What follows belongs to an exercise in optimizing a design on an open flow for a short achievable clock period and few clock cycles; a production flow would make more cautious choices.
At most, simulation tests tie the RTL to the original design; equivalence was not proved.
No functional check of the RTL was part of run 3.
Power figures rest on the tool's default switching activity, not on a simulated workload.

===== run.sh =====
#!/bin/bash
# synth_recipe.tcl (not shown) runs the flow's synth.tcl, then flattens the netlist and writes it again
# the make line also repeats each setting of config.mk as NAME=value (left out here)
make -C /OpenROAD-flow-scripts/flow DESIGN_CONFIG=/design/flow/config.mk WORK_HOME=/design/flow/orfs CLKGATE_MAP_FILE= SYNTH_SCRIPT=/design/flow/synth_recipe.tcl finish

===== config.mk =====
export PLATFORM = sky130hd
export DESIGN_NAME = smbus_engine
export DESIGN_NICKNAME = smbus_engine
export VERILOG_FILES = /design/flow/design.v
export SDC_FILE = /design/flow/constraint.sdc
export NUM_CORES = 4
export LEC_CHECK = 0
export ABC_CLOCK_PERIOD_IN_PS = 1500
export CAP_MARGIN = 20
export CORE_MARGIN = 2
export CORE_UTILIZATION = 40
export PLACE_DENSITY = 0.6
export SETUP_SLACK_MARGIN = 3.4
export SLEW_MARGIN = 20

===== constraint.sdc =====
create_clock -name core_clock -period 5.0 [get_ports {clk}]
set_input_delay 1.0000 -clock core_clock [delete_from_list [all_inputs] [get_ports {clk}]]
set_output_delay 1.0000 -clock core_clock [all_outputs]
set_load 0.01 [all_outputs]

===== design.v =====
module smbus_engine #(
    parameter CAP      = 48,    
    parameter FE_DELAY = 2      
) (
    input  wire        clk,
    input  wire        rst,
    input  wire        cmd_valid,
    output wire        cmd_ready,
    input  wire [7:0]  cmd_op,
    input  wire [3:0]  cmd_bus,
    input  wire [7:0]  cmd_addr,
    input  wire [7:0]  cmd_byte,
    input  wire [15:0] cmd_val16,
    input  wire [7:0]  cmd_t,
    input  wire [1:0]  cmd_datw,
    input  wire [1:0]  cmd_datr,
    input  wire        cmd_ed,
    input  wire        cfg_fast,
    input  wire [4:0]  cfg_nbus,
    input  wire [7:0]  cfg_max_retries,
    output wire        res_valid,
    output wire [3:0]  res_code,
    output wire [15:0] res_val,
    output wire [8:0]  res_size,
    output wire [8:0]  res_entry,
    output wire [7:0]  res_attempt,
    output wire        ev_valid,
    output wire [1:0]  ev_kind,
    output wire [1:0]  ev_reg,
    output wire [31:0] ev_wdata,
    input  wire        ev_ready,
    input  wire [31:0] ev_rdata,
    output wire [5:0]  buf_addr,
    output wire        buf_we,
    output wire [7:0]  buf_wdata,
    input  wire [7:0]  buf_rdata
);
    localparam EV_READ = 2'd0, EV_WRITE = 2'd1, EV_WAIT = 2'd2;
    localparam R_NONE = 2'd0, R_REQ = 2'd1, R_CS = 2'd2, R_RESP = 2'd3;
    localparam E_OK = 4'd0, E_FEMPTY = 4'd1, E_ACK = 4'd2, E_TIMEOUT = 4'd3,
               E_BUSCONF = 4'd4, E_FLUSHED = 4'd5, E_TIMISM = 4'd6,
               E_FOVF = 4'd7, E_BUFSMALL = 4'd8, E_SHAPE = 4'd9, E_NOBUS = 4'd12;
    localparam [8:0] ENTRY_NONE = 9'h1FF;
    reg s_idle;    
    reg s_seq;     
    reg s_col;     
    reg s_few;     
    reg s_poll;    
    reg s_pw;      
    reg s_rrd;     
    reg s_rw1;     
    reg s_rwt;     
    reg s_rw2;     
    reg s_done;    
    reg [6:0]  a7;
    reg [3:0]  bus;
    reg [7:0]  cbyte;
    reg [15:0] val16;
    reg [1:0]  tl;
    reg [1:0]  datw, datr;
    reg        ed;
    reg [7:0]  max_retries;
    reg        c_bdw, c_wdw, c_ibr, c_wd;
    reg        rdp;            
    reg [10:0] budget;
    reg [31:0] w0;
    reg        disc0, fast0;
    reg [5:0]  pss0;
    reg        wlast0, wnlast0;
    reg [5:0]  boff0;
    reg        p_disc, p_main, p_fast;
    reg [5:0]  pss;
    reg [7:0]  attempt;
    reg        retry;
    reg [2:0]  ioh;            
    reg [5:0]  ip3;            
    reg        wlast;          
    reg        wnlast;         
    reg [5:0]  k;              
    reg [7:0]  krem;           
    reg        klast;          
    reg        kdl;            
    reg        kdone;          
    reg        kstore;         
    reg        sover;          
    reg        k3f;            
    reg        kge4f;          
    reg        noti;           
    reg [3:0]  fe_n;
    reg        fe10;
    reg [8:0]  total;
    reg [10:0] brem;           
    reg        pexp;           
    reg [31:0] cs_v;
    reg [15:0] rv;             
    reg [31:0] w;
    reg [3:0]  kw;
    reg        e_col;          
    reg        e_disc;
    reg [3:0]  err;
    reg [8:0]  err_size;
    reg [8:0]  err_entry;
    reg        evv;
    reg [1:0]  evk, evr;
    reg [31:0] evd;
    reg [5:0]  baddr;
    reg        bwe;
    reg [7:0]  bwd;
    wire hs = evv & ev_ready;
    wire [31:0] rd = ev_rdata;
    wire [7:0] L       = buf_rdata;        
    wire       c_rw    = cmd_op[0];
    wire       c_hi0   = ~(cmd_op[7] | cmd_op[6] | cmd_op[5]);
    wire       c_lo    = c_hi0 & ~cmd_op[4];                     
    wire ck_quick = c_lo & ~cmd_op[3] & ~cmd_op[2] & ~cmd_op[1];
    wire ck_byte  = c_lo & ~cmd_op[3] & ~cmd_op[2] &  cmd_op[1];
    wire ck_bdata = c_lo & ~cmd_op[3] &  cmd_op[2] & ~cmd_op[1];
    wire ck_wdata = c_lo & ~cmd_op[3] &  cmd_op[2] &  cmd_op[1];
    wire ck_block = c_lo &  cmd_op[3] & ~cmd_op[2] &  cmd_op[1];
    wire ck_i2cb  = c_hi0 & cmd_op[4] & ~cmd_op[3] & ~cmd_op[2] & ~cmd_op[1];
    wire ck_valid = (c_lo & (~cmd_op[3] | (~cmd_op[2] & cmd_op[1]))) | ck_i2cb;
    wire ck_blr = ck_block &  c_rw;
    wire ck_ibw = ck_i2cb  & ~c_rw;
    wire ck_ibr = ck_i2cb  &  c_rw;
    wire op_lsel  = cmd_op[4] | (cmd_op[3] & ~c_rw);
    wire L_ge48 = L[7] | L[6] | (L[5] & L[4]);
    wire L_gt60 = L[7] | L[6] | (L[5] & L[4] & L[3] & L[2] & (L[1] | L[0]));
    wire c_shape_bad = op_lsel & (c_rw ? L_gt60 : L_ge48);
    wire c_bus_bad   = ({1'b0, cmd_bus} >= cfg_nbus);
    wire c_ok = ck_valid & ~c_bus_bad & ~cmd_addr[7] & ~c_shape_bad;
    wire [3:0] c_code = {1'b1, ck_valid & c_bus_bad, 1'b0, ~(ck_valid & c_bus_bad)};
    wire c_pss2 = ck_byte | (ck_ibw & (L == 8'd0));
    wire [5:0] Lp = L[5:0] + ((cmd_op[4] & ~c_rw) ? 6'd2 : 6'd3);
    reg  [5:0] c_pssk;         
    always @(*) begin
        case (cmd_op[3:0])
            4'h0, 4'h1: c_pssk = 6'd1;
            4'h2, 4'h3: c_pssk = 6'd2;
            4'h4:       c_pssk = 6'd3;
            4'h5, 4'h6: c_pssk = 6'd4;
            4'h7:       c_pssk = 6'd5;
            default:    c_pssk = cfg_fast ? 6'd3 : 6'd4;         
        endcase
    end
    wire [5:0] c_pss = op_lsel ? Lp : c_pssk;
    wire [31:0] c_w0;
    assign c_w0[31:28] = 4'd0;
    assign c_w0[27:24] = cmd_bus;
    assign c_w0[23]    = 1'b1;                                   
    assign c_w0[22]    = 1'b1;                                   
    assign c_w0[21]    = 1'b0;                                   
    assign c_w0[20]    = ck_quick;                               
    assign c_w0[19:18] = cmd_t[1:0];
    assign c_w0[17:16] = ck_quick ? (c_rw ? cmd_datr : cmd_datw) : 2'd0;
    assign c_w0[15]    = 1'b0;                                   
    assign c_w0[14]    = ck_quick & cmd_ed;                      
    assign c_w0[13:8]  = c_pss;                                  
    assign c_w0[7:0]   = {cmd_addr[6:0], c_rw & (ck_quick | ck_byte)};
    reg [10:0] c_budget;
    always @(*) begin
        case (cmd_t)
            8'd0:    c_budget = 11'd5;
            8'd1:    c_budget = 11'd40;
            8'd2:    c_budget = 11'd505;
            8'd3:    c_budget = 11'd1005;
            default: c_budget = 11'd100;
        endcase
    end
    wire n_is1 = ioh[0];
    wire n_is2 = ioh[1];
    wire n_is3 = ioh[2];
    wire [7:0] payload = c_bdw ? val16[7:0] :
                         c_wdw ? (n_is2 ? val16[7:0] : val16[15:8]) :
                                 buf_rdata;
    reg [31:0] nw;
    always @(*) begin
        nw = evd;
        nw[31:28] = evd[31:28] + 4'd1;                                    
        nw[23]    = rdp & n_is2;                                          
        nw[13:8]  = 6'd0;                                                 
        nw[22]    = evd[22] & ~(rdp & n_is3) & ~(rdp & n_is1 & wnlast);   
        if (n_is1)        nw[7:0] = cbyte;
        else if (rdp)     nw[7:0] = {a7, 1'b1};
        else              nw[7:0] = payload;
        nw[20]    = wnlast;                                               
        nw[14]    = wnlast & ed;                                          
        nw[17:16] = wnlast ? (rdp ? datr : datw) : 2'd0;                  
        nw[15]    = p_fast & n_is2;                                       
        nw[21]    = ~(nw[22] | nw[20]);                                   
    end
    wire fe       = rd[31];
    wire tim      = ~noti & ((rd[15] ^ k[3]) | (rd[14] ^ k[2]) | (rd[13] ^ k[1]) | (rd[12] ^ k[0]));
    wire vbad     = rd[10] | rd[9] | rd[8] | rd[11] | rd[30] | tim;
    wire z8       = ~(rd[7] | rd[6] | rd[5] | rd[4] | rd[3] | rd[2] | rd[1] | rd[0]);
    wire c_big    = rd[7] | rd[6] | (rd[5] & rd[4] & rd[3] & rd[2]);       
    wire good     = ~fe & ~vbad & ~sover;
    wire f3last   = k3f & z8;                  
    wire to_few   = fe & ~fe10;
    wire to_main  = good & kdl & ~c_big;
    wire to_done  = good & (kdone | f3last);
    wire to_col   = good & ~klast & ~f3last;
    wire to_rrd   = ~to_few & ~to_main & ~to_done & ~to_col;
    wire [8:0] cur_size = p_fast ? (kge4f ? total : 9'd3) : {3'd0, pss};
    wire store_pass = p_main | p_fast | (~p_disc & c_ibr);
    wire [5:0] soff = (p_main | p_fast) ? 6'd3 : 6'd2;
    wire [5:0] k1 = k + 6'd1;
    wire [5:0]  main_pss = rd[5:0] + 6'd4;
    wire [31:0] main_w0 = {4'd0, bus, 1'b1, 1'b1, 1'b0, 1'b0, tl, 2'd0, 1'b0, 1'b0,
                           main_pss, a7, 1'b0};
    reg [3:0] wcode;
    always @(*) begin
        if (w[31])                                wcode = E_FEMPTY;
        else if (w[10])                           wcode = E_ACK;
        else if (w[9])                            wcode = E_TIMEOUT;
        else if (w[8])                            wcode = E_BUSCONF;
        else if (w[11])                           wcode = E_FLUSHED;
        else if (~noti_w && w[15:12] != kw)       wcode = E_TIMISM;
        else if (w[30])                           wcode = E_FOVF;
        else                                      wcode = E_BUFSMALL;
    end
    reg noti_w;
    wire acc     = s_idle & cmd_valid;
    wire seq_hs  = s_seq & hs;
    wire seq_end = seq_hs & wlast;
    wire col_hs  = s_col & hs;
    wire col_tk  = col_hs & ~fe;               
    wire few_hs  = s_few & hs;
    wire poll_hs = s_poll & hs;
    wire pw_hs   = s_pw & hs;
    wire rrd_hs  = s_rrd & hs;
    wire rw1_hs  = s_rw1 & hs;
    wire rwt_hs  = s_rwt & hs;
    wire rw2_hs  = s_rw2 & hs;
    wire restart = rw2_hs & retry;
    wire main_st = col_tk & kdl;               
    assign cmd_ready   = s_idle;
    assign res_valid   = s_done;
    assign res_code    = err;
    assign res_val     = rv;
    assign res_size    = err_size;
    assign res_entry   = err_entry;
    assign res_attempt = attempt;
    assign ev_valid = evv;
    assign ev_kind  = evk;
    assign ev_reg   = evr;
    assign ev_wdata = evd;
    assign buf_addr  = baddr;
    assign buf_we    = bwe;
    assign buf_wdata = bwd;
    always @(posedge clk) begin
        if (rst) begin
            s_idle <= 1'b1;
            s_seq  <= 1'b0;
            s_col  <= 1'b0;
            s_few  <= 1'b0;
            s_poll <= 1'b0;
            s_pw   <= 1'b0;
            s_rrd  <= 1'b0;
            s_rw1  <= 1'b0;
            s_rwt  <= 1'b0;
            s_rw2  <= 1'b0;
            s_done <= 1'b0;
            evv    <= 1'b0;
            bwe    <= 1'b0;
            baddr  <= 6'd0;
        end else begin
            s_idle <= (s_idle & ~cmd_valid) | s_done;
            s_seq  <= (acc & c_ok) | (s_seq & ~(hs & wlast)) | (col_hs & to_main) | restart;
            s_col  <= (s_col & ~hs) | (col_hs & to_col) | few_hs | (seq_end & ~p_fast) |
                      (poll_hs & ~rd[26]);
            s_few  <= (s_few & ~hs) | (col_hs & to_few);
            s_poll <= (s_poll & ~hs) | (seq_end & p_fast) | pw_hs;
            s_pw   <= (s_pw & ~hs) | (poll_hs & rd[26] & ~pexp);
            s_rrd  <= (s_rrd & ~hs) | (col_hs & to_rrd) | (poll_hs & rd[26] & pexp);
            s_rw1  <= (s_rw1 & ~hs) | rrd_hs;
            s_rwt  <= (s_rwt & ~hs) | rw1_hs;
            s_rw2  <= (s_rw2 & ~hs) | rwt_hs;
            s_done <= (acc & ~c_ok) | (col_hs & to_done) | (rw2_hs & ~retry);
            evv    <= (acc & c_ok) | (evv & ~(col_hs & to_done) & ~(rw2_hs & ~retry));
            bwe    <= col_tk & ~vbad & kstore & ~sover;
            if (s_done)
                baddr <= 6'd0;
            else if (acc)
                baddr <= ck_ibw ? 6'd0 : 6'd63;
            else if (seq_hs)
                baddr <= baddr + 6'd1;
            else if (s_col)
                baddr <= k - soff;
            else if (restart)
                baddr <= boff0;
        end
    end
    always @(posedge clk) begin
        if (s_idle) begin
            evk <= EV_WRITE;
            evr <= R_REQ;
        end else if (hs) begin
            evk[1] <= (s_col & to_few) | (s_poll & rd[26] & ~pexp) | s_rw1;
            evk[0] <= (s_seq & ~wlast) | (s_col & to_main) | s_rrd | s_rwt | s_rw2;
            evr[1] <= (s_seq & wlast) | (s_col & ~to_few & ~to_main) | s_few |
                      (s_poll & (~rd[26] | pexp)) | s_pw | s_rrd | s_rwt;
            evr[0] <= (s_seq & ~(wlast & p_fast)) | (s_col & good & ~(kdl & c_big)) | s_few |
                      (s_poll & ~rd[26]) | s_rw2;
        end
        if (s_idle | hs) begin
            evd <= ({32{s_idle}} & c_w0) |
                   ({32{s_seq}}  & nw) |
                   ({32{s_col}}  & (fe ? FE_DELAY : main_w0)) |
                   ({32{s_poll}} & 32'd1) |
                   ({32{s_rrd}}  & (rd | 32'hC000_0000)) |
                   ({32{s_rw1}}  & 32'd10) |
                   ({32{s_rwt}}  & ((cs_v | 32'h4000_0000) & 32'h7FFF_FFFF)) |
                   ({32{s_rw2}}  & w0);
        end
    end
    always @(posedge clk) begin
        if (s_idle) begin
            a7          <= cmd_addr[6:0];
            bus         <= cmd_bus;
            cbyte       <= cmd_byte;
            val16       <= cmd_val16;
            tl          <= cmd_t[1:0];
            datw        <= cmd_datw;
            datr        <= cmd_datr;
            ed          <= cmd_ed;
            max_retries <= cfg_max_retries;
            budget      <= c_budget;
            c_bdw       <= ck_bdata & ~c_rw;
            c_wdw       <= ck_wdata & ~c_rw;
            c_ibr       <= ck_ibr;
            c_wd        <= ck_wdata;
            rdp         <= c_rw;
            w0          <= c_w0;
            pss0        <= c_pss;
            disc0       <= ck_blr & ~cfg_fast;
            fast0       <= ck_blr & cfg_fast;
            wlast0      <= ck_quick;
            wnlast0     <= c_pss2;
            boff0       <= ck_ibw ? 6'd0 : 6'd63;
        end
        if (s_idle | restart) begin
            attempt <= s_idle ? 8'd0 : attempt + 8'd1;
        end
        retry <= (err != E_BUFSMALL) && (attempt < max_retries);
        if (s_idle) begin
            pss    <= c_pss;
            p_disc <= ck_blr & ~cfg_fast;
            p_fast <= ck_blr & cfg_fast;
            p_main <= 1'b0;
        end else if (main_st) begin
            pss    <= main_pss;
            p_disc <= 1'b0;
            p_fast <= 1'b0;
            p_main <= 1'b1;
        end else if (restart) begin
            pss    <= pss0;
            p_disc <= disc0;
            p_fast <= fast0;
            p_main <= 1'b0;
        end
        if (s_idle) begin
            ioh    <= 3'b001;
            ip3    <= 6'd3;
            wlast  <= ck_quick;
            wnlast <= c_pss2;
        end else if (main_st) begin
            ioh    <= 3'b001;
            ip3    <= 6'd3;
            wlast  <= 1'b0;
            wnlast <= 1'b0;
        end else if (restart) begin
            ioh    <= 3'b001;
            ip3    <= 6'd3;
            wlast  <= wlast0;
            wnlast <= wnlast0;
        end else if (seq_hs) begin
            ioh    <= {ioh[1:0], 1'b0};
            ip3    <= ip3 + 6'd1;
            wlast  <= wnlast;
            wnlast <= (ip3 == pss);
        end
    end
    always @(posedge clk) begin
        if (seq_end) begin
            k      <= 6'd0;
            krem   <= p_fast ? 8'd255 : {2'd0, pss} - 8'd1;
            klast  <= ~p_fast & (pss == 6'd1);
            kdl    <= 1'b0;
            kdone  <= ~p_fast & (pss == 6'd1);
            kstore <= 1'b0;
            sover  <= 1'b0;
            k3f    <= 1'b0;
            kge4f  <= 1'b0;
            noti   <= 1'b0;
        end else if (col_tk) begin
            k      <= k1;
            krem   <= k3f ? rd[7:0] - 8'd1 : krem - 8'd1;
            klast  <= k3f ? (rd[7:0] == 8'd1) : (krem == 8'd1);
            kdl    <= ~k3f & (krem == 8'd1) & p_disc;
            kdone  <= k3f ? (rd[7:0] == 8'd1) : (krem == 8'd1) & ~p_disc;
            kstore <= store_pass & (k1 >= soff);
            sover  <= store_pass & (k1 >= soff + CAP);
            k3f    <= p_fast & (k1 == 6'd3);
            kge4f  <= p_fast & (k1 >= 6'd4);
            noti   <= p_fast & (k1 >= 6'd3);
        end
        if (seq_end | col_hs) begin
            fe_n <= (seq_end | ~fe) ? 4'd0 : fe_n + 4'd1;
            fe10 <= ~seq_end & fe & (fe_n == 4'd9);
        end
        if (col_hs & k3f)
            total <= 9'd4 + {1'b0, rd[7:0]};
        if (seq_end | pw_hs) begin
            brem <= seq_end ? budget : brem - 11'd1;
            pexp <= ~seq_end & (brem == 11'd1);
        end
        if (col_tk)
            rv <= c_wd ? {rd[7:0], rv[15:8]} : {8'd0, rd[7:0]};
        if (s_col)
            bwd <= rd[7:0];
        if (s_rrd)
            cs_v <= rd;
    end
    always @(posedge clk) begin
        if (s_col) begin
            w      <= rd;
            kw     <= k[3:0];
            noti_w <= noti;
            e_disc <= p_disc;
        end
        if (s_col | s_poll)
            e_col <= s_col;
        if (s_idle)
            err <= c_code;
        else if (s_seq)
            err <= E_OK;
        else if (s_rrd)
            err <= e_col ? wcode : E_TIMEOUT;
        if (s_col) begin
            err_size  <= cur_size;
            err_entry <= {3'd0, k};
        end else if (s_poll) begin
            err_size  <= 9'd3;
            err_entry <= ENTRY_NONE;
        end else if (s_rrd & e_col) begin
            err_entry <= (wcode == E_BUFSMALL && e_disc) ? ENTRY_NONE : {5'd0, kw} | (err_entry & 9'h1F0);
        end
    end
endmodule

==> flow_summary_export.csv, run 1 <==
group,metric,value,unit
status,status,"finished clean",
clock_network,cts.clk_slew.worst_paths,0.06,ns
yosys,netlist_area,14100,µm²
placed_design,gp_congestion,0.837,
route,detail-route-antenna-nets,0,
yosys,synth_seq_area_share,0.607,
placed_design,hpwl,27800,µm
final_layout,layout_commonest_cell,"edfxtp_1",
yosys,yosysTopAreaCell,"edfxtp_1",
route,drt_pre_antenna_iters,6,
final_layout,layout_common_cells,"252 x edfxtp_1, 130 x buf_4, 94 x nand2_1, 82 x buf_2, 76 x buf_6",
sta,hold_viol_final,0,
sta,setup_violations,0,
yosys,synth_cell_types,79,
clock_network,htreeDepth,2,
floorplan,die_h,192,µm
global_route,antenna_found_initial,2,
global_route,grt_pass1_vias,11300,
yosys,synth_top_cell_area_share,0.537,
placed_design,port-buffer-count,214,
pwr,power_frac_clock,0.402,
worst_setup_path,crit_slowest_cell,"or4_4",
sta,grt_setup_unrepaired,"yes",
route,post_drt_wl_per_cell,22.9,µm
pwr,netSwitchingFraction,0.242,
yosys,synth_flop_cell,"edfxtp_1",
worst_setup_path,cp.arrival,2.74,ns
pwr,p_total,6070,µW
worst_setup_path,critPathMaxStageDelay,0.54,ns
flow_run,maxCapViolCount,0,
final_layout,nNetsFinal,1757,
worst_setup_path,crit_fanout,3,
clock_network,cts_inserted_buffers,35,
yosys,synthTopCellsByArea,"edfxtp_1 54%, dfxtp_1 7.0%, nand2_1 3.2%",
yosys,synth_seq_cells,301,
clock_network,hold_buffers,0,
worst_setup_path,critical_path_class,"input port to flip-flop",
pwr,worst_ir_drop_vdd,0.000198,V
worst_setup_path,critPathCaptureType,"flip-flop",
floorplan,rows,68,
sta,drv_slew,0,
clock_network,cts_tree,"built",
sta,timing.final.crit_share,0.463,
route,vias,11900,
route,route.detailed.drc,0,
final_layout,drive_gt1_frac,0.410,
worst_setup_path,crit_chain,"clkdlybuf4s15_2, ha_4, nor2_1, o21a_1, nor2_1, or4_4, or2_4, a31oi_1",
final_layout,final_cells,2089,
floorplan,dieArea,36700,µm²
floorplan,fp.dieW,192,µm
global_route,grt_max_degree,45,
global_route,grtUsageTotal,0.248,
yosys,synthArstFlopShare,0,
sta,slew_headroom,0.510,
pwr,p_per_area,288,nW/µm²
yosys,syn_avg_cell_area,11.5,µm²
yosys,synth_warnings,1,
clock_network,clk_path_buf_depth,3,
clock_network,root_buffer,"clkbuf_16",
route,wirelength,47800,µm
pwr,p_switching,1470,µW
pwr,combPwrFrac,0.120,
floorplan,ios,215,
clock_network,cts.sinks,301,
global_route,grt_pass1_wl,68400,µm
pwr,p_leak,0.00793,µW
floorplan,coreArea,34600,µm²
sta,layout_min_cycle_time,2.32,ns
worst_setup_path,worst_path_most_repeated_cell,"nor2_1",
route,drtIter0Drc,1100,
sta,final.setup.tns,0,ns
global_route,overflow,0,
sta,tightestPinTransition,0.735,ns
pwr,pwr-share-seq,0.479,
worst_setup_path,crit_required,5.42,ns
route,routed_via_density,5.68,
sta,clock_skew,0.0143,ns
pwr,p_int,4600,µW
hold_path,min_path_type,"flip-flop to flip-flop",
placed_design,post-place-cells,1826,
yosys,synthCells,1223,
final_layout,synthToLayoutAreaGrowth,49.6,%
sta,clock.fmax,432,MHz
clock_network,clk_latency,0.52,ns
yosys,synth-edff-count,252,
floorplan,start_util,0.407,
yosys,syn-num-nets,1373,
sta,timing.hold.ws,0.489,ns
worst_setup_path,startpoint_type,"input port",
==> flip-flops by register name, indices dropped and copies added, names as in the netlist, 7 cells and up, named ones only <==
signal,cells
evd,32
cs_v,30
rv,16
val16,16
brem,11
w,11
err_size,9
total,9
attempt,8
budget,8
cbyte,8
krem,8
max_retries,8
w0,8
bwd,7
err_entry,7
==> critical path: cells and delay by family <==
| kind | cells | cell delay [ns] |
|---|---|---|
| AO/OA/AOI/OAI | 2 | 0.39 |
| AND/OR/NAND/NOR | 4 | 0.94 |
| buffers and inverters | 1 | 0.23 |
| adder cells (fa/ha/maj) | 1 | 0.18 |
==> kinds of logic (layout without fill, tap and decap cells) <==
logic type	Yosys count	count (layout)	share of synthesized area
AO/OA/AOI/OAI	269	269	0.126
XOR/XNOR	73	73	0.0454
adder cells (fa/ha/maj)	35	35	0.0311
buffers and inverters	133	532	0.0411
flip-flops	301	301	0.607
multiplexers	12	12	0.00889
other	0	2	0
AND/OR/NAND/NOR	400	410	0.140
==> final timing paths <==
path	start	to	slack, ns	cells past startpoint
worst max register to register	w[11]	err_entry[5]	2.99	4
worst min-delay path	ioh[2]	ioh[2]	0.49	2
worst max-delay path	cmd_bus[3]	s_seq	2.68	8
worst min register to register	ioh[2]	ioh[2]	0.49	2
==> through the flow <==
stage               setup WS, ns  cell area [µm²]   util
floorplan                   2.49            15100      -
global placement            1.69            17200  0.496
detailed placement          1.60            17200  0.496
CTS                         2.78            19900  0.575
global route                2.70            21100  0.608
finish                      2.68            21100  0.608
==> cells in the mapped netlist, types with 8 or more instances <==
master,instances
a21oi_1,70
a221o_1,8
a222oi_1,17
a22oi_1,23
and2_1,13
and3_1,13
buf_2,13
buf_4,11
clkbuf_1,38
dfxtp_1,49
edfxtp_1,252
ha_1,35
inv_1,59
mux2i_1,8
nand2_1,120
nand2b_1,9
nand3_1,43
nand4_1,14
nor2_1,91
nor2b_1,16
nor3_1,22
nor4_1,16
o211ai_1,11
o21ai_0,62
o22ai_1,8
xnor2_1,48
xor2_1,25
==> area by class of cell <==
class / instances / area [µm²]
fillers: 2740 / 13600
flip-flops and latches: 301 / 8620
multi-input cells: 799 / 6650
repair buffers: 407 / 3800
clock buffers: 46 / 927
well taps: 455 / 569
inverters: 61 / 318
clock inverters: 16 / 140
repair inverters: 2 / 27.5
diodes: 2 / 5.00
==> power by group through the flow <==
stage | clock network (µW) | registers, µW | logic [µW]
finish | 2440 | 2910 | 727
global route | 2570 | 2910 | 777
CTS | 2480 | 2900 | 655
detailed placement | 0 | 2980 | 523
global placement | 0 | 2980 | 517
floorplan | 0 | 2960 | 251
==> timing repair <==
item,4_1_cts,5_1_grt
setup buffers,125,61
setup endpoints to repair,457,318
cloned,10,3
endpoints found under the hold margin,0,0
pin swaps,105,75
resized for setup,859,160
==> metal layers <==
| metal | vias to the layer above | track usage | wire length [µm] |
|---|---|---|---|
| li1 | 5327 | - | - |
| met1 | 5839 | 0.352 | 20100 |
| met2 | 588 | 0.389 | 22600 |
| met3 | 105 | 0.0411 | 3720 |
| met4 | 2 | 0.0775 | 1420 |
| met5 | - | 0 | 19 |
Testbench counts, summed over its fixed seeds: cycles 61,126.
==> run 2: changes to the inputs <==
--- a/config.mk
+++ b/config.mk
@@ -5,10 +5,10 @@
 export SDC_FILE = /design/flow/constraint.sdc
 export NUM_CORES = 4
 export LEC_CHECK = 0
-export ABC_CLOCK_PERIOD_IN_PS = 1500
+export ABC_CLOCK_PERIOD_IN_PS = 2000
 export CAP_MARGIN = 20
 export CORE_MARGIN = 2
 export CORE_UTILIZATION = 40
 export PLACE_DENSITY = 0.6
-export SETUP_SLACK_MARGIN = 3.4
+export SETUP_SLACK_MARGIN = 2.8
 export SLEW_MARGIN = 20
==> flow_summary_export.csv, run 2 <==
group,metric,value,unit
sta,grt_setup_unrepaired,"yes",
floorplan,ios,215,
floorplan,dieArea,36700,µm²
yosys,synth_flop_cell,"edfxtp_1",
sta,tightestPinTransition,0.865,ns
global_route,grtUsageTotal,0.216,
sta,clock_skew,0.0200,ns
worst_setup_path,endpoint,"s_seq",
sta,final.setup.tns,0,ns
clock_network,root_buffer,"clkbuf_16",
global_route,grt_max_degree,93,
final_layout,reg.largest.list,"evd (32), cs_v (30)",
worst_setup_path,rrSetupSlack,2.91,ns
final_layout,drive_gt1_frac,0.174,
worst_setup_path,reg2reg_to,"baddr[4]",
yosys,synth_seq_area_share,0.607,
floorplan,rows,68,
clock_network,clk_path_buf_depth,3,
sta,timing.final.crit_share,0.450,
floorplan,die_h,192,µm
worst_setup_path,critPathCaptureType,"flip-flop",
floorplan,coreArea,34600,µm²
final_layout,fillers,3038,
global_route,grt_pass1_wl,60600,µm
sta,slew_headroom,0.423,
sta,drv_slew,0,
final_layout,synthToLayoutAreaGrowth,29.5,%
yosys,yosysTopAreaCell,"edfxtp_1",
placed_design,post-place-cells,1835,
placed_design,gp_congestion,0.822,
sta,clock.fmax,445,MHz
worst_setup_path,reg2reg_depth,11,
final_layout,post-route-util,0.527,
yosys,syn-num-nets,1373,
placed_design,port-buffer-count,214,
yosys,synth_cell_types,79,
final_layout,largest_register,"evd",
final_layout,seqCellArea,8570,µm²
pwr,p_total,5890,µW
global_route,grt_pass1_vias,10200,
hold_path,min_path_type,"flip-flop to flip-flop",
sta,layout_min_cycle_time,2.25,ns
final_layout,final_cells,1946,
worst_setup_path,startpoint_type,"input port",
clock_network,cts.sinks,301,
route,post_drt_wl_per_cell,20.6,µm
yosys,synth_seq_cells,301,
clock_network,cts.clk_slew.worst_paths,0.06,ns
yosys,netlist_area,14100,µm²
final_layout,nNetsFinal,1614,
floorplan,fp.dieW,192,µm
pwr,p_per_area,323,nW/µm²
pwr,p_leak,0.00681,µW
final_layout,multi_input_area,5310,µm²
placed_design,placed_area,16700,µm²
clock_network,clk_latency,0.52,ns
global_route,overflow,0,
clock_network,cts_inserted_buffers,36,
worst_setup_path,crit_fanout,2,
clock_network,htreeDepth,2,
clock_network,hold_buffers,0,
yosys,synth-edff-count,252,
final_layout,layout_common_cells,"252 x edfxtp_1, 112 x nand2_1, 85 x nor2_1, 76 x clkdlybuf4s50_1, 67 x a21oi_1",
yosys,synthArstFlopShare,0,
route,route.detailed.drc,0,
worst_setup_path,critical_path_class,"input port to flip-flop",
yosys,syn_avg_cell_area,11.5,µm²
worst_setup_path,crit_required,5.42,ns
route,vias,10600,
route,drt_pre_antenna_iters,8,
worst_setup_path,cp.arrival,2.67,ns
placed_design,hpwl,27300,µm
yosys,synth_top_cell_area_share,0.537,
yosys,yosys-top-cells-count,"252 x edfxtp_1, 120 x nand2_1, 91 x nor2_1",
route,routed_via_density,5.46,
yosys,synthTopCellsByArea,"edfxtp_1 54%, dfxtp_1 7.0%, nand2_1 3.2%",
final_layout,layout_commonest_cell,"edfxtp_1",
pwr,worst_ir_drop_vdd,0.000215,V
route,detail-route-antenna-nets,0,
final_layout,final_cell_area,18200,µm²
worst_setup_path,r2r-start,"p_fast",
global_route,antenna_found_initial,2,
status,status,"finished clean",
final_layout,largest_reg_flops,32,
floorplan,start_util,0.407,
sta,setup_violations,0,
yosys,synth_warnings,1,
worst_setup_path,setup.worst_path.start,"cfg_nbus[2]",
yosys,synthCells,1223,
hold_path,holdPathStages,2,
yosys,yosys.cell_count.top_type,"edfxtp_1",
sta,hold_viol_final,0,
route,drtIter0Drc,1087,
route,wirelength,40100,µm
flow_run,maxCapViolCount,0,
clock_network,cts_tree,"built",
-- run 2: cell counts after synthesis --
No cell type changed its count.
-- run 2: critical path: stages --
cell and delay (ns):
clkdlybuf4s15_1 0.18, inv_2 0.04, ha_4 0.22, o21ai_2 0.05
o21a_1 0.17, nor2_1 0.07, or4_4 0.54, or2_1 0.25
a31oi_1 0.15
-- run 2: area by class of cell --
type,count,area share
Sequential cell,301,0.470
Antenna cell,1,0.000137
Clock buffer,45,0.0530
Multi-Input combinational cell,790,0.291
Clock inverter,19,0.00672
Inverter,61,0.0138
Timing Repair Buffer,274,0.134
Tap cell,455,0.0312
-- run 2: power breakdown --
part	total, µW	internal [µW]	switching [µW]
logic	536	247	288
registers	2910	2830	74.9
clock network	2440	1420	1020
total	5890	4500	1380
-- run 2: cell families after synthesis --
logic type,synth area share
mux,0.00889
compound gates,0.126
simple gates,0.140
flops,0.607
xor+xnor,0.0454
buf+inv,0.0411
fa+ha+maj,0.0311
-- run 2: how the worst min path moves through the flow --
stage          slack (ns)    from  endpoint
3_3_place_gp         0.47   sover     sover
3_5_place_dp         0.47  kstore    kstore
2_1_floorplan        0.40    k[2]     kw[2]
6_report             0.49   sover     sover
5_1_grt              0.52  kstore    kstore
4_1_cts              0.50  kstore    kstore
-- run 2: what timing repair did --
action,CTS,global route
hold endpoints to repair,0,0
gates resized for setup,319,86
gates cloned,1,1
setup buffers,28,16
pin swaps,27,16
endpoints found under the setup margin,288,88
-- run 2: per-stage QoR --
| stage | setup slack [ns] | hold WS (ns) |
|---|---|---|
| 6_report | 2.75 | 0.493 |
| 5_1_grt | 2.66 | 0.522 |
| 4_1_cts | 2.73 | 0.495 |
| 3_5_place_dp | 1.46 | 0.473 |
| 3_3_place_gp | 1.56 | 0.468 |
| 2_1_floorplan | 2.49 | 0.403 |
-- run 2: per-layer routing --
layer	track usage	up-vias	routed length (µm)	share of wire
met3	0.0417	66	2830	0.071
met1	0.301	5124	17400	0.43
li1	-	5011	-	-
met2	0.346	425	18800	0.47
met4	0.0595	0	1040	0.026
met5	0	-	0	0
==> run 3: changes to the inputs <==
--- a/design.v
+++ b/design.v
@@ -62,6 +62,7 @@
     reg [7:0]  max_retries;
     reg        c_bdw, c_wdw, c_ibr, c_wd;
     reg        rdp;            
+    reg        r_valid, r_busbad;    
     reg [10:0] budget;
     reg [31:0] w0;
     reg        disc0, fast0;
@@ -126,9 +127,14 @@
     wire L_ge48 = L[7] | L[6] | (L[5] & L[4]);
     wire L_gt60 = L[7] | L[6] | (L[5] & L[4] & L[3] & L[2] & (L[1] | L[0]));
     wire c_shape_bad = op_lsel & (c_rw ? L_gt60 : L_ge48);
-    wire c_bus_bad   = ({1'b0, cmd_bus} >= cfg_nbus);
+    wire [3:0] nb = cfg_nbus[3:0];
+    wire [3:0] bb = cmd_bus;
+    wire nb_gt = (nb[3] & ~bb[3]) |
+                 (~(nb[3] ^ bb[3]) & nb[2] & ~bb[2]) |
+                 (~(nb[3] ^ bb[3]) & ~(nb[2] ^ bb[2]) & nb[1] & ~bb[1]) |
+                 (~(nb[3] ^ bb[3]) & ~(nb[2] ^ bb[2]) & ~(nb[1] ^ bb[1]) & nb[0] & ~bb[0]);
+    wire c_bus_bad   = ~cfg_nbus[4] & ~nb_gt;
     wire c_ok = ck_valid & ~c_bus_bad & ~cmd_addr[7] & ~c_shape_bad;
-    wire [3:0] c_code = {1'b1, ck_valid & c_bus_bad, 1'b0, ~(ck_valid & c_bus_bad)};
     wire c_pss2 = ck_byte | (ck_ibw & (L == 8'd0));
     wire [5:0] Lp = L[5:0] + ((cmd_op[4] & ~c_rw) ? 6'd2 : 6'd3);
     reg  [5:0] c_pssk;         
@@ -265,7 +271,7 @@
             baddr  <= 6'd0;
         end else begin
             s_idle <= (s_idle & ~cmd_valid) | s_done;
-            s_seq  <= (acc & c_ok) | (s_seq & ~(hs & wlast)) | (col_hs & to_main) | restart;
+            s_seq  <= acc | (s_seq & evv & ~(hs & wlast)) | (col_hs & to_main) | restart;
             s_col  <= (s_col & ~hs) | (col_hs & to_col) | few_hs | (seq_end & ~p_fast) |
                       (poll_hs & ~rd[26]);
             s_few  <= (s_few & ~hs) | (col_hs & to_few);
@@ -275,7 +281,7 @@
             s_rw1  <= (s_rw1 & ~hs) | rrd_hs;
             s_rwt  <= (s_rwt & ~hs) | rw1_hs;
             s_rw2  <= (s_rw2 & ~hs) | rwt_hs;
-            s_done <= (acc & ~c_ok) | (col_hs & to_done) | (rw2_hs & ~retry);
+            s_done <= (s_seq & ~evv) | (col_hs & to_done) | (rw2_hs & ~retry);
             evv    <= (acc & c_ok) | (evv & ~(col_hs & to_done) & ~(rw2_hs & ~retry));
             bwe    <= col_tk & ~vbad & kstore & ~sover;
             if (s_done)
@@ -329,6 +335,8 @@
             c_wdw       <= ck_wdata & ~c_rw;
             c_ibr       <= ck_ibr;
             c_wd        <= ck_wdata;
+            r_valid     <= ck_valid;
+            r_busbad    <= c_bus_bad;
             rdp         <= c_rw;
             w0          <= c_w0;
             pss0        <= c_pss;
@@ -430,10 +438,8 @@
         end
         if (s_col | s_poll)
             e_col <= s_col;
-        if (s_idle)
-            err <= c_code;
-        else if (s_seq)
-            err <= E_OK;
+        if (s_seq)
+            err <= evv ? E_OK : {1'b1, r_valid & r_busbad, 1'b0, ~(r_valid & r_busbad)};
         else if (s_rrd)
             err <= e_col ? wcode : E_TIMEOUT;
         if (s_col) begin
--- a/config.mk
+++ b/config.mk
@@ -5,10 +5,10 @@
 export SDC_FILE = /design/flow/constraint.sdc
 export NUM_CORES = 4
 export LEC_CHECK = 0
-export ABC_CLOCK_PERIOD_IN_PS = 2000
+export ABC_CLOCK_PERIOD_IN_PS = 1500
 export CAP_MARGIN = 20
 export CORE_MARGIN = 2
 export CORE_UTILIZATION = 40
 export PLACE_DENSITY = 0.6
-export SETUP_SLACK_MARGIN = 2.8
+export SETUP_SLACK_MARGIN = 3.4
 export SLEW_MARGIN = 20
==> flow_summary_export.csv, run 3 <==
group,metric,value,unit
yosys,synth-edff-count,256,
sta,hold_viol_final,0,
sta,drv_slew,0,
floorplan,rows,68,
global_route,grt_pass1_vias,11300,
placed_design,port-buffer-count,214,
yosys,synthTopCellsByArea,"edfxtp_1 55%, dfxtp_1 6.7%, nand2_1 3.6%",
yosys,yosysTopAreaCell,"edfxtp_1",
pwr,p_total,6260,µW
placed_design,placed_area,17100,µm²
floorplan,coreArea,34600,µm²
route,post_drt_wl_per_cell,22.5,µm
yosys,synthCells,1223,
final_layout,final_cell_area,21500,µm²
clock_network,hold_buffers,0,
sta,setup_violations,0,
clock_network,htreeDepth,2,
worst_setup_path,crit_required,4.00,ns
yosys,synth_top_cell_area_share,0.545,
final_layout,synthToLayoutAreaGrowth,52.5,%
final_layout,layout_commonest_cell,"edfxtp_1",
global_route,grtUsageTotal,0.247,
clock_network,cts.sinks,303,
yosys,syn_avg_cell_area,11.5,µm²
pwr,worst_ir_drop_vdd,0.000284,V
worst_setup_path,crit_fanout,3,
hold_path,min_path_type,"flip-flop to flip-flop",
worst_setup_path,cp_top_family,"flip-flops",
route,drtIter0Drc,1232,
route,detail-route-antenna-nets,0,
sta,clock.fmax,474,MHz
worst_setup_path,setup.worst_path.start,"evd[29]",
pwr,netSwitchingFraction,0.239,
pwr,p_per_area,291,nW/µm²
final_layout,drive_gt1_frac,0.420,
placed_design,gp_congestion,0.850,
route,wirelength,47700,µm
pwr,power_frac_clock,0.411,
global_route,antenna_found_initial,2,
route,route.detailed.drc,0,
worst_setup_path,critical_path_class,"flip-flop to output pin",
pwr,p_switching,1500,µW
route,wl_met3,4340,µm
route,route.met2.wl,22800,µm
yosys,synth_seq_cells,303,
yosys,yosys-top-cells-count,"256 x edfxtp_1, 134 x nand2_1, 90 x nor2_1",
flow_run,maxCapViolCount,0,
route,routed_via_density,5.60,
sta,clock_skew,0.0148,ns
yosys,synth_cell_types,74,
floorplan,start_util,0.407,
clock_network,cts_inserted_buffers,35,
pwr,pwr-share-seq,0.468,
route,highest-signal-layer,"met5",
sta,final.setup.tns,0,ns
clock_network,cts.clk_slew.worst_paths,0.06,ns
clock_network,clk_path_buf_depth,3,
yosys,synth_seq_area_share,0.612,
sta,layout_min_cycle_time,2.11,ns
yosys,yosys.cell_count.top_type,"edfxtp_1",
hold_path,min_from,"kstore",
final_layout,largest_reg_flops,32,
pwr,p_int,4760,µW
route,met1_length,19200,µm
route,drt_pre_antenna_iters,9,
route,vias,11900,
worst_setup_path,startpoint_type,"flip-flop",
placed_design,hpwl,27500,µm
final_layout,layout_common_cells,"256 x edfxtp_1, 138 x buf_4, 101 x nand2_1, 96 x buf_6, 92 x buf_2",
clock_network,cts_tree,"built",
pwr,p_leak,0.00812,µW
yosys,netlist_area,14100,µm²
sta,timing.final.crit_share,0.422,
worst_setup_path,r2r-start,"kw[1]",
worst_setup_path,crit_slowest_cell,"edfxtp_1",
global_route,grt_max_degree,45,
clock_network,root_buffer,"clkbuf_16",
final_layout,nNetsFinal,1788,
global_route,overflow,0,
yosys,synthArstFlopShare,0,
global_route,grt_pass1_wl,68300,µm
yosys,synth_flop_cell,"edfxtp_1",
pwr,combPwrFrac,0.121,
clock_network,clk_latency,0.52,ns
floorplan,ios,215,
floorplan,fp.dieW,192,µm
sta,grt_setup_unrepaired,"yes",
worst_setup_path,crit_chain,"buf_2",
yosys,syn-num-nets,1370,
sta,tightestPinTransition,0.612,ns
floorplan,die_h,192,µm
floorplan,dieArea,36800,µm²
final_layout,largest_register,"evd",
final_layout,reg.largest.list,"evd (32), cs_v (30)",
yosys,synth_warnings,1,
worst_setup_path,critPathMaxStageDelay,0.43,ns
worst_setup_path,crit_buf_inv,1,
worst_setup_path,critPathCaptureType,"output pin",
sta,slew_headroom,0.592,
worst_setup_path,cp.arrival,1.11,ns
status,status,"finished clean",
## run 3: per-stage QoR
stage	cells	hold WS, ns	setup slack (ns)	utilization
3_3_place_gp	1829	0.454	1.60	0.495
5_1_grt	2121	0.494	2.81	0.620
2_1_floorplan	1223	0.426	2.69	-
3_5_place_dp	1829	0.456	1.58	0.495
4_1_cts	2047	0.470	2.87	0.585
6_report	2122	0.482	2.89	0.621
## run 3: path summary, 6_finish.rpt
path                            depth (start not counted)  slack, ns           end
worst max-delay path                                    1       2.89  ev_wdata[29]
worst min-delay path                                    2       0.48        kstore
worst max register to register                          6       3.10  err_entry[4]
worst min register to register                          2       0.48        kstore
## run 3: metal layers
metal  up-vias  global-route usage
li1       5407                   -
met1      5800               0.341
met2       575               0.397
met3       105              0.0502
met4         2              0.0683
met5         -                   0
## run 3: layout make-up
cell class	instances	area, µm²
fill	2599	13100
sequential	303	8690
multi-input combinational	802	6640
timing repair buffer	446	4150
clock buffer	47	983
tap	455	569
inverter	50	260
clock inverter	15	155
timing repair inverter	3	27.5
antenna	1	2.50
## run 3: power by group through the flow
stage / clock, µW / combinational, µW / sequential, µW
2_1_floorplan: 0 / 253 / 2990
6_report: 2570 / 756 / 2930
3_5_place_dp: 0 / 530 / 3000
5_1_grt: 2710 / 804 / 2930
4_1_cts: 2610 / 679 / 2920
3_3_place_gp: 0 / 524 / 3000
## run 3: cell families (layout without fill, tap and decap cells)
kind of cell	after synthesis	in the layout	synth area share
compound gates	252	252	0.119
xor+xnor	72	72	0.0453
fa+ha+maj	34	34	0.0299
buf+inv	124	561	0.0369
flops	303	303	0.612
mux	13	13	0.00959
other cells	0	1	0
simple gates	425	431	0.147
## run 3: what timing repair did
item | 4_1_cts | 5_1_grt
endpoints found under the hold margin | 0 | 0
endpoints found under the setup margin | 433 | 275
pin swaps | 101 | 98
gates resized for setup | 873 | 160
cloned | 10 | 2
buffers inserted | 146 | 72
==> run 4: changes to the inputs <==
--- a/design.v
+++ b/design.v
@@ -391,7 +391,7 @@
     always @(posedge clk) begin
         if (seq_end) begin
             k      <= 6'd0;
-            krem   <= p_fast ? 8'd255 : {2'd0, pss} - 8'd1;
+            krem   <= p_fast ? 8'd255 : {2'd0, pss};
             klast  <= ~p_fast & (pss == 6'd1);
             kdl    <= 1'b0;
             kdone  <= ~p_fast & (pss == 6'd1);
@@ -402,10 +402,10 @@
             noti   <= 1'b0;
         end else if (col_tk) begin
             k      <= k1;
-            krem   <= k3f ? rd[7:0] - 8'd1 : krem - 8'd1;
-            klast  <= k3f ? (rd[7:0] == 8'd1) : (krem == 8'd1);
-            kdl    <= ~k3f & (krem == 8'd1) & p_disc;
-            kdone  <= k3f ? (rd[7:0] == 8'd1) : (krem == 8'd1) & ~p_disc;
+            krem   <= k3f ? rd[7:0] : krem - 8'd1;
+            klast  <= k3f ? (rd[7:0] == 8'd1) : (krem == 8'd2);
+            kdl    <= ~k3f & (krem == 8'd2) & p_disc;
+            kdone  <= k3f ? (rd[7:0] == 8'd1) : (krem == 8'd2) & ~p_disc;
             kstore <= store_pass & (k1 >= soff);
             sover  <= store_pass & (k1 >= soff + CAP);
             k3f    <= p_fast & (k1 == 6'd3);
==> flow_summary_export.csv, run 4 <==
group,metric,value,unit
floorplan,ios,215,
worst_setup_path,cp.arrival,1.13,ns
sta,layout_min_cycle_time,2.13,ns
route,detail-route-antenna-nets,0,
sta,setup_violations,0,
sta,tightestPinTransition,0.598,ns
worst_setup_path,reg2reg_depth,7,
yosys,yosysTopAreaCell,"edfxtp_1",
route,vias,11500,
clock_network,cts.sinks,303,
floorplan,dieArea,36500,µm²
final_layout,synthToLayoutAreaGrowth,50.6,%
pwr,p_leak,0.00799,µW
final_layout,fillers,2693,
sta,timing.final.crit_share,0.426,
worst_setup_path,crit_required,4.00,ns
hold_path,holdPathEnd,"kstore",
worst_setup_path,crit_fanout,1,
clock_network,cts.clk_slew.worst_paths,0.06,ns
yosys,synthArstFlopShare,0,
global_route,grt_pass1_wl,65000,µm
floorplan,start_util,0.406,
pwr,p_per_area,292,nW/µm²
yosys,synth_seq_area_share,0.617,
yosys,synth_cell_types,85,
worst_setup_path,crit_chain,"buf_2",
worst_setup_path,r2r-start,"s_idle",
floorplan,coreArea,34500,µm²
worst_setup_path,crit_slowest_cell,"edfxtp_1",
route,route.detailed.drc,0,
pwr,p_total,6160,µW
route,drt_pre_antenna_iters,6,
floorplan,die_h,191,µm
route,drtIter0Drc,1070,
placed_design,hpwl,26700,µm
final_layout,largest_register,"evd",
clock_network,clk_path_buf_depth,3,
sta,final.setup.tns,0,ns
yosys,synthCells,1184,
final_layout,reg.largest.list,"evd (32), cs_v (30)",
final_layout,nNetsFinal,1729,
clock_network,htreeDepth,2,
clock_network,clk_latency,0.52,ns
worst_setup_path,rrSetupSlack,3.00,ns
final_layout,diodes,0,
worst_setup_path,startpoint_type,"flip-flop",
yosys,synth_warnings,1,
sta,clock.fmax,469,MHz
clock_network,cts_tree,"built",
route,post_drt_wl_per_cell,22.1,µm
hold_path,holdPathStages,2,
worst_setup_path,reg2reg_to,"evd[1]",
floorplan,rows,68,
sta,grt_setup_unrepaired,"yes",
final_layout,largest_reg_flops,32,
global_route,antenna_found_initial,1,
flow_run,maxCapViolCount,0,
hold_path,min_from,"kstore",
yosys,synth_seq_cells,303,
sta,drv_slew,0,
worst_setup_path,cp_top_family,"flip-flops",
worst_setup_path,critPathCaptureType,"output pin",
worst_setup_path,critPathMaxStageDelay,0.45,ns
yosys,synth_top_cell_area_share,0.550,
worst_setup_path,crit_buf_inv,1,
clock_network,root_buffer,"clkbuf_16",
yosys,synth_flop_cell,"edfxtp_1",
yosys,synthTopCellsByArea,"edfxtp_1 55%, dfxtp_1 6.7%, nand2_1 3.0%",
global_route,grtUsageTotal,0.234,
sta,slew_headroom,0.601,
yosys,synth-edff-count,256,
route,routed_via_density,5.57,
final_layout,layout_common_cells,"256 x edfxtp_1, 138 x buf_4, 88 x buf_2, 85 x nand2_1, 83 x buf_6",
placed_design,gp_congestion,0.865,
route,wirelength,45700,µm
yosys,netlist_area,14000,µm²
pwr,worst_ir_drop_vdd,0.000306,V
worst_setup_path,critical_path_class,"flip-flop to output pin",
global_route,grt_pass1_vias,11100,
final_layout,layout_commonest_cell,"edfxtp_1",
placed_design,port-buffer-count,214,
yosys,yosys.cell_count.top_type,"edfxtp_1",
yosys,yosys-top-cells-count,"256 x edfxtp_1, 113 x nand2_1, 90 x nor2_1",
floorplan,fp.dieW,191,µm
hold_path,min_path_type,"flip-flop to flip-flop",
sta,clock_skew,0.0162,ns
global_route,overflow,0,
sta,hold_viol_final,0,
clock_network,cts_inserted_buffers,35,
status,status,"finished clean",
yosys,syn_avg_cell_area,11.8,µm²
yosys,syn-num-nets,1327,
global_route,grt_max_degree,70,
final_layout,drive_gt1_frac,0.422,
-- run 4: cell count changes after synthesis, sizes merged, moves of 6 or more --
cell    previous run  this run
a21oi             55        61
buf               28        36
clkbuf            46        36
nand2            134       115
inv               50        56
xor2              32        21
nor4              22        15
nand2b            20        10
-- run 4: metrics by stage --
step / hold slack, ns / cells / worst slack [ns] / util / area [µm²]
floorplan: 0.424 / 1184 / 2.70 / - / 14700
global placement: 0.437 / 1790 / 1.54 / 0.490 / 16900
detailed placement: 0.463 / 1790 / 1.53 / 0.490 / 16900
CTS: 0.475 / 1998 / 2.84 / 0.575 / 19800
global route: 0.488 / 2067 / 2.85 / 0.611 / 21100
finish: 0.477 / 2067 / 2.87 / 0.611 / 21100
-- run 4: worst max-delay path by stage --
stage / from / to / slack (ns) / depth (start not counted)
after detailed placement: cmd_op[0] / evd[12] / 1.53 / 11
final: evd[10] / ev_wdata[10] / 2.87 / 1
after global routing: evd[10] / ev_wdata[10] / 2.85 / 1
after global placement: cmd_op[0] / evd[12] / 1.54 / 11
after CTS: evd[10] / ev_wdata[10] / 2.84 / 1
after floorplan: cmd_op[4] / evd[12] / 2.70 / 10
-- run 4: logic make-up (layout without fill, tap and decap cells) --
logic type	Yosys count	count (layout)	share of synthesized area
compound gates	258	258	0.125
mux	19	19	0.0141
xor+xnor	64	64	0.0401
fa+ha+maj	30	30	0.0267
simple gates	382	386	0.137
buf+inv	128	552	0.0404
flops	303	303	0.617
-- run 4: report_power, final --
part           total (µW)  internal [µW]  switching (µW)
Clock                2490           1470            1020
Sequential           2930           2850            75.0
Combinational         742            379             363
-- run 4: area by class of cell --
| cell class | instances | area [µm²] | share of cell area |
|---|---|---|---|
| repair inverters | 3 | 52.6 | 0.00250 |
| inverters | 56 | 265 | 0.0126 |
| clock buffers | 46 | 968 | 0.0460 |
| repair buffers | 430 | 4040 | 0.192 |
| clock inverters | 17 | 146 | 0.00695 |
| well taps | 455 | 569 | 0.0270 |
| multi-input cells | 757 | 6320 | 0.300 |
| flip-flops and latches | 303 | 8700 | 0.413 |
-- run 4: metal layers --
metal,up-vias,global-route usage,share of wire,wire length [µm]
met5,-,0,0.00024,11
met4,2,0.0823,0.034,1560
met3,91,0.0619,0.079,3600
met2,492,0.375,0.47,21700
met1,5705,0.307,0.41,18800
li1,5232,-,-,-
-- run 4: repair_timing --
item,4_1_cts,5_1_grt
setup endpoints to repair,438,292
pin swaps,113,106
endpoints found under the hold margin,0,0
hold buffers,0,0
gates resized for setup,841,175
gates cloned,9,4
setup buffers,136,65
Testbench counts of run 4, summed over its fixed seeds: cycles 61,126.
==> run 5: changes to the inputs <==
--- a/design.v
+++ b/design.v
@@ -60,7 +60,7 @@
     reg [1:0]  datw, datr;
     reg        ed;
     reg [7:0]  max_retries;
-    reg        c_bdw, c_wdw, c_ibr, c_wd;
+    reg        c_bdw, c_wdw, c_ibr, c_wd, c_byter;
     reg        rdp;            
     reg        r_valid, r_busbad;    
     reg [10:0] budget;
@@ -308,7 +308,9 @@
             evr[0] <= (s_seq & ~(wlast & p_fast)) | (s_col & good & ~(kdl & c_big)) | s_few |
                       (s_poll & ~rd[26]) | s_rw2;
         end
-        if (s_idle | hs) begin
+        if (rst)
+            evd <= 32'd0;
+        else if (s_idle | hs) begin
             evd <= ({32{s_idle}} & c_w0) |
                    ({32{s_seq}}  & nw) |
                    ({32{s_col}}  & (fe ? FE_DELAY : main_w0)) |
@@ -335,6 +337,7 @@
             c_wdw       <= ck_wdata & ~c_rw;
             c_ibr       <= ck_ibr;
             c_wd        <= ck_wdata;
+            c_byter     <= ck_byte & c_rw;
             r_valid     <= ck_valid;
             r_busbad    <= c_bus_bad;
             rdp         <= c_rw;
@@ -346,9 +349,10 @@
             wnlast0     <= c_pss2;
             boff0       <= ck_ibw ? 6'd0 : 6'd63;
         end
-        if (s_idle | restart) begin
+        if (rst)
+            attempt <= 8'd0;
+        else if (s_idle | restart)
             attempt <= s_idle ? 8'd0 : attempt + 8'd1;
-        end
         retry <= (err != E_BUFSMALL) && (attempt < max_retries);
         if (s_idle) begin
             pss    <= c_pss;
@@ -422,9 +426,17 @@
             brem <= seq_end ? budget : brem - 11'd1;
             pexp <= ~seq_end & (brem == 11'd1);
         end
-        if (col_tk)
-            rv <= c_wd ? {rd[7:0], rv[15:8]} : {8'd0, rd[7:0]};
-        if (s_col)
+        if (rst)
+            rv[7:0] <= 8'd0;
+        else if (s_col & (k == (c_byter ? 6'd1 : 6'd3)))
+            rv[7:0] <= rd[7:0];
+        if (rst | s_idle)
+            rv[15:8] <= 8'd0;
+        else if (s_col & c_wd & (k == 6'd4))
+            rv[15:8] <= rd[7:0];
+        if (rst)
+            bwd <= 8'd0;
+        else if (s_col)
             bwd <= rd[7:0];
         if (s_rrd)
             cs_v <= rd;
@@ -438,11 +450,16 @@
         end
         if (s_col | s_poll)
             e_col <= s_col;
-        if (s_seq)
+        if (rst)
+            err <= E_OK;
+        else if (s_seq)
             err <= evv ? E_OK : {1'b1, r_valid & r_busbad, 1'b0, ~(r_valid & r_busbad)};
         else if (s_rrd)
             err <= e_col ? wcode : E_TIMEOUT;
-        if (s_col) begin
+        if (rst) begin
+            err_size  <= 9'd0;
+            err_entry <= 9'd0;
+        end else if (s_col) begin
             err_size  <= cur_size;
             err_entry <= {3'd0, k};
         end else if (s_poll) begin
==> flow_summary_export.csv, run 5 <==
group,metric,value,unit
placed_design,hpwl,31100,µm
placed_design,port-buffer-count,214,
yosys,synth_seq_cells,304,
clock_network,cts.sinks,304,
worst_setup_path,crit_fanout,2,
sta,timing.final.crit_share,0.409,
hold_path,min_path_type,"flip-flop to flip-flop",
route,drt_pre_antenna_iters,7,
worst_setup_path,critical_path_class,"flip-flop to output pin",
yosys,synth-edff-count,174,
yosys,netlist_area,13900,µm²
yosys,syn_avg_cell_area,10.5,µm²
yosys,synth_seq_area_share,0.564,
route,drtIter0Drc,1546,
sta,clock_skew,0.00860,ns
sta,drv_slew,0,
worst_setup_path,crit_slowest_cell,"dfxtp_4",
route,vias,12700,
global_route,overflow,0,
floorplan,coreArea,34400,µm²
sta,grt_setup_unrepaired,"yes",
yosys,synthArstFlopShare,0,
final_layout,synthToLayoutAreaGrowth,57.7,%
clock_network,cts_tree,"built",
route,wirelength,53000,µm
final_layout,largest_register,"evd",
placed_design,post-place-cells,1925,
final_layout,drive_gt1_frac,0.439,
clock_network,cts_inserted_buffers,35,
final_layout,layout_common_cells,"174 x edfxtp_1, 143 x buf_6, 140 x buf_4, 115 x nor2_1, 86 x nand2_1",
pwr,p_per_area,283,nW/µm²
clock_network,htreeDepth,2,
sta,setup_violations,0,
clock_network,clk_latency,0.51,ns
final_layout,final_cells,2192,
floorplan,dieArea,36200,µm²
clock_network,cts.clk_slew.worst_paths,0.06,ns
pwr,worst_ir_drop_vdd,0.000181,V
final_layout,fillers,2623,
route,post_drt_wl_per_cell,24.2,µm
global_route,antenna_found_initial,2,
sta,tightestPinTransition,0.706,ns
route,detail-route-antenna-nets,0,
worst_setup_path,cp.arrival,1.04,ns
yosys,syn-num-nets,1468,
yosys,synth_top_cell_area_share,0.377,
placed_design,placed_area,16800,µm²
global_route,grt_max_degree,41,
final_layout,layout_commonest_cell,"edfxtp_1",
worst_setup_path,critPathCaptureType,"output pin",
status,status,"finished clean",
yosys,synthCells,1324,
final_layout,post-route-util,0.636,
worst_setup_path,critPathMaxStageDelay,0.42,ns
floorplan,fp.dieW,190,µm
floorplan,rows,68,
sta,final.setup.tns,0,ns
final_layout,final_cell_area,21900,µm²
placed_design,gp_congestion,0.853,
floorplan,start_util,0.403,
final_layout,reg.largest.list,"evd (32), cs_v (30)",
pwr,p_leak,0.00839,µW
clock_network,clk_path_buf_depth,3,
final_layout,largest_reg_flops,32,
worst_setup_path,startpoint_type,"flip-flop",
sta,hold_viol_final,0,
clock_network,root_buffer,"clkbuf_16",
yosys,yosys-top-cells-count,"174 x edfxtp_1, 144 x nor2_1, 130 x dfxtp_1",
yosys,yosysTopAreaCell,"edfxtp_1",
sta,slew_headroom,0.529,
sta,clock.fmax,489,MHz
flow_run,maxCapViolCount,0,
yosys,synthTopCellsByArea,"edfxtp_1 38%, dfxtp_1 19%, nor2_1 3.9%",
worst_setup_path,crit_buf_inv,1,
global_route,grtUsageTotal,0.279,
sta,layout_min_cycle_time,2.04,ns
final_layout,nNetsFinal,1853,
worst_setup_path,cp_top_family,"flip-flops",
worst_setup_path,crit_chain,"buf_6",
yosys,yosys.cell_count.top_type,"edfxtp_1",
global_route,grt_pass1_vias,12300,
yosys,synth_warnings,1,
floorplan,die_h,190,µm
global_route,grt_pass1_wl,76000,µm
yosys,synth_cell_types,75,
route,routed_via_density,5.79,
yosys,synth_flop_cell,"edfxtp_1",
worst_setup_path,crit_required,4.00,ns
route,route.detailed.drc,0,
floorplan,ios,215,
## run 5: logic make-up after synthesis
group	synth area share
fa+ha+maj	0.0276
buf+inv	0.0420
mux	0.0275
compound gates	0.147
simple gates	0.150
flops	0.564
xor+xnor	0.0417
## run 5: worst reg2reg max path: cells and delay by family, from the launching register on
kind                   cells  cell delay, ns
and+or+nand+nor            2            0.61
buffers and inverters      3            0.46
AOI/OAI and AO/OA          3            0.46
DFF                        1            0.39
## run 5: metal layers
| layer | up-vias | routed length, µm | GRT usage |
|---|---|---|---|
| met5 | - | 0 | 0 |
| met4 | 0 | 2270 | 0.113 |
| met3 | 138 | 4710 | 0.0557 |
| met2 | 681 | 25000 | 0.450 |
| met1 | 6202 | 21100 | 0.368 |
| li1 | 5680 | - | - |
## run 5: power breakdown
group | internal, µW | switching, µW | leakage (µW)
combinational | 402 | 394 | 0.00505
sequential | 2740 | 84.7 | 0.00278
clock | 1540 | 1020 | 0.000560
total | 4680 | 1500 | 0.00839
## run 5: per-stage QoR
step | setup slack (ns) | power [µW] | hold WS [ns]
final | 2.96 | 6180 | 0.468
after detailed placement | 1.58 | 3380 | 0.450
after global routing | 2.92 | 6340 | 0.491
after global placement | 1.63 | 3380 | 0.448
after floorplan | 2.55 | 3110 | 0.432
after CTS | 2.93 | 6120 | 0.459
## run 5: layout make-up
cell class              instances  area (µm²)  area share
multi-input cells             881        7110       0.325
clock inverters                 7        56.3     0.00257
flip-flops and latches        304        8030       0.367
repair buffers                429        4720       0.216
well taps                     455         569      0.0260
diodes                          2        5.00    0.000229
inverters                      57         280      0.0128
repair inverters                1        7.51    0.000343
clock buffers                  56        1090      0.0498
## run 5: worst paths after layout
path                from   endpoint  slack (ns)  cells after the start
setup / recovery  s_idle  cmd_ready        2.96                      1
hold / removal     kge4f      kge4f        0.47                      2
setup reg to reg  s_idle   baddr[5]        3.02                      8
hold reg to reg    kge4f      kge4f        0.47                      2
## run 5: what timing repair did
item,4_1_cts,5_1_grt
endpoints found under the setup margin,404,310
setup buffers,141,40
hold endpoints to repair,0,0
hold buffers,0,0
gates resized for setup,1077,158
gates cloned,16,5
pin swaps,104,104
Testbench counts of run 5, summed over its fixed seeds: cycles 61,126.

## port drivers added, routing unchanged
No port has a modelled driver above. Below, the same layouts with a new extraction and two added sets of constraints. Step 1 sets driving cells, clkbuf_16 on the clock port and buf_2 on the other inputs (assumed; they add their load-dependent delay and slew). Step 2, shift: input delay + t, output delay - t, t = (earliest + latest rising clock arrival at the registers) / 2. This alone moves slack from input paths to output paths. Slacks: no drivers / after step 1 / after step 2; pairs: no drivers / after step 1.
| run | t (ns) | setup WS [ns] | worst hold slack (ns) | latest minus earliest clock arrival (ns) | cell pins on the clock port's net |
|---|---|---|---|---|---|
| run 1 | 0.568 | 2.685 / 2.717 / 2.150 | 0.489 / 0.489 / 0.489 | 0.015 / 0.015 | 1 |
| run 2 | 0.559 | 2.751 / 2.752 / 2.193 | 0.493 / 0.493 / 0.493 | 0.024 / 0.024 | 1 |
| run 3 | 0.560 | 2.891 / 2.839 / 2.382 | 0.482 / 0.482 / 0.482 | 0.017 / 0.017 | 1 |
| run 4 | 0.555 | 2.869 / 2.821 / 2.519 | 0.477 / 0.477 / 0.477 | 0.017 / 0.017 | 1 |
| run 5 | 0.556 | 2.955 / 2.902 / 2.529 | 0.468 / 0.468 / 0.468 | 0.010 / 0.011 | 1 |
After both steps every run listed still meets setup and hold. For run 2, which loses most, drivers alone change the setup slack by +0.001 ns; drivers and shift together by -0.558 ns.
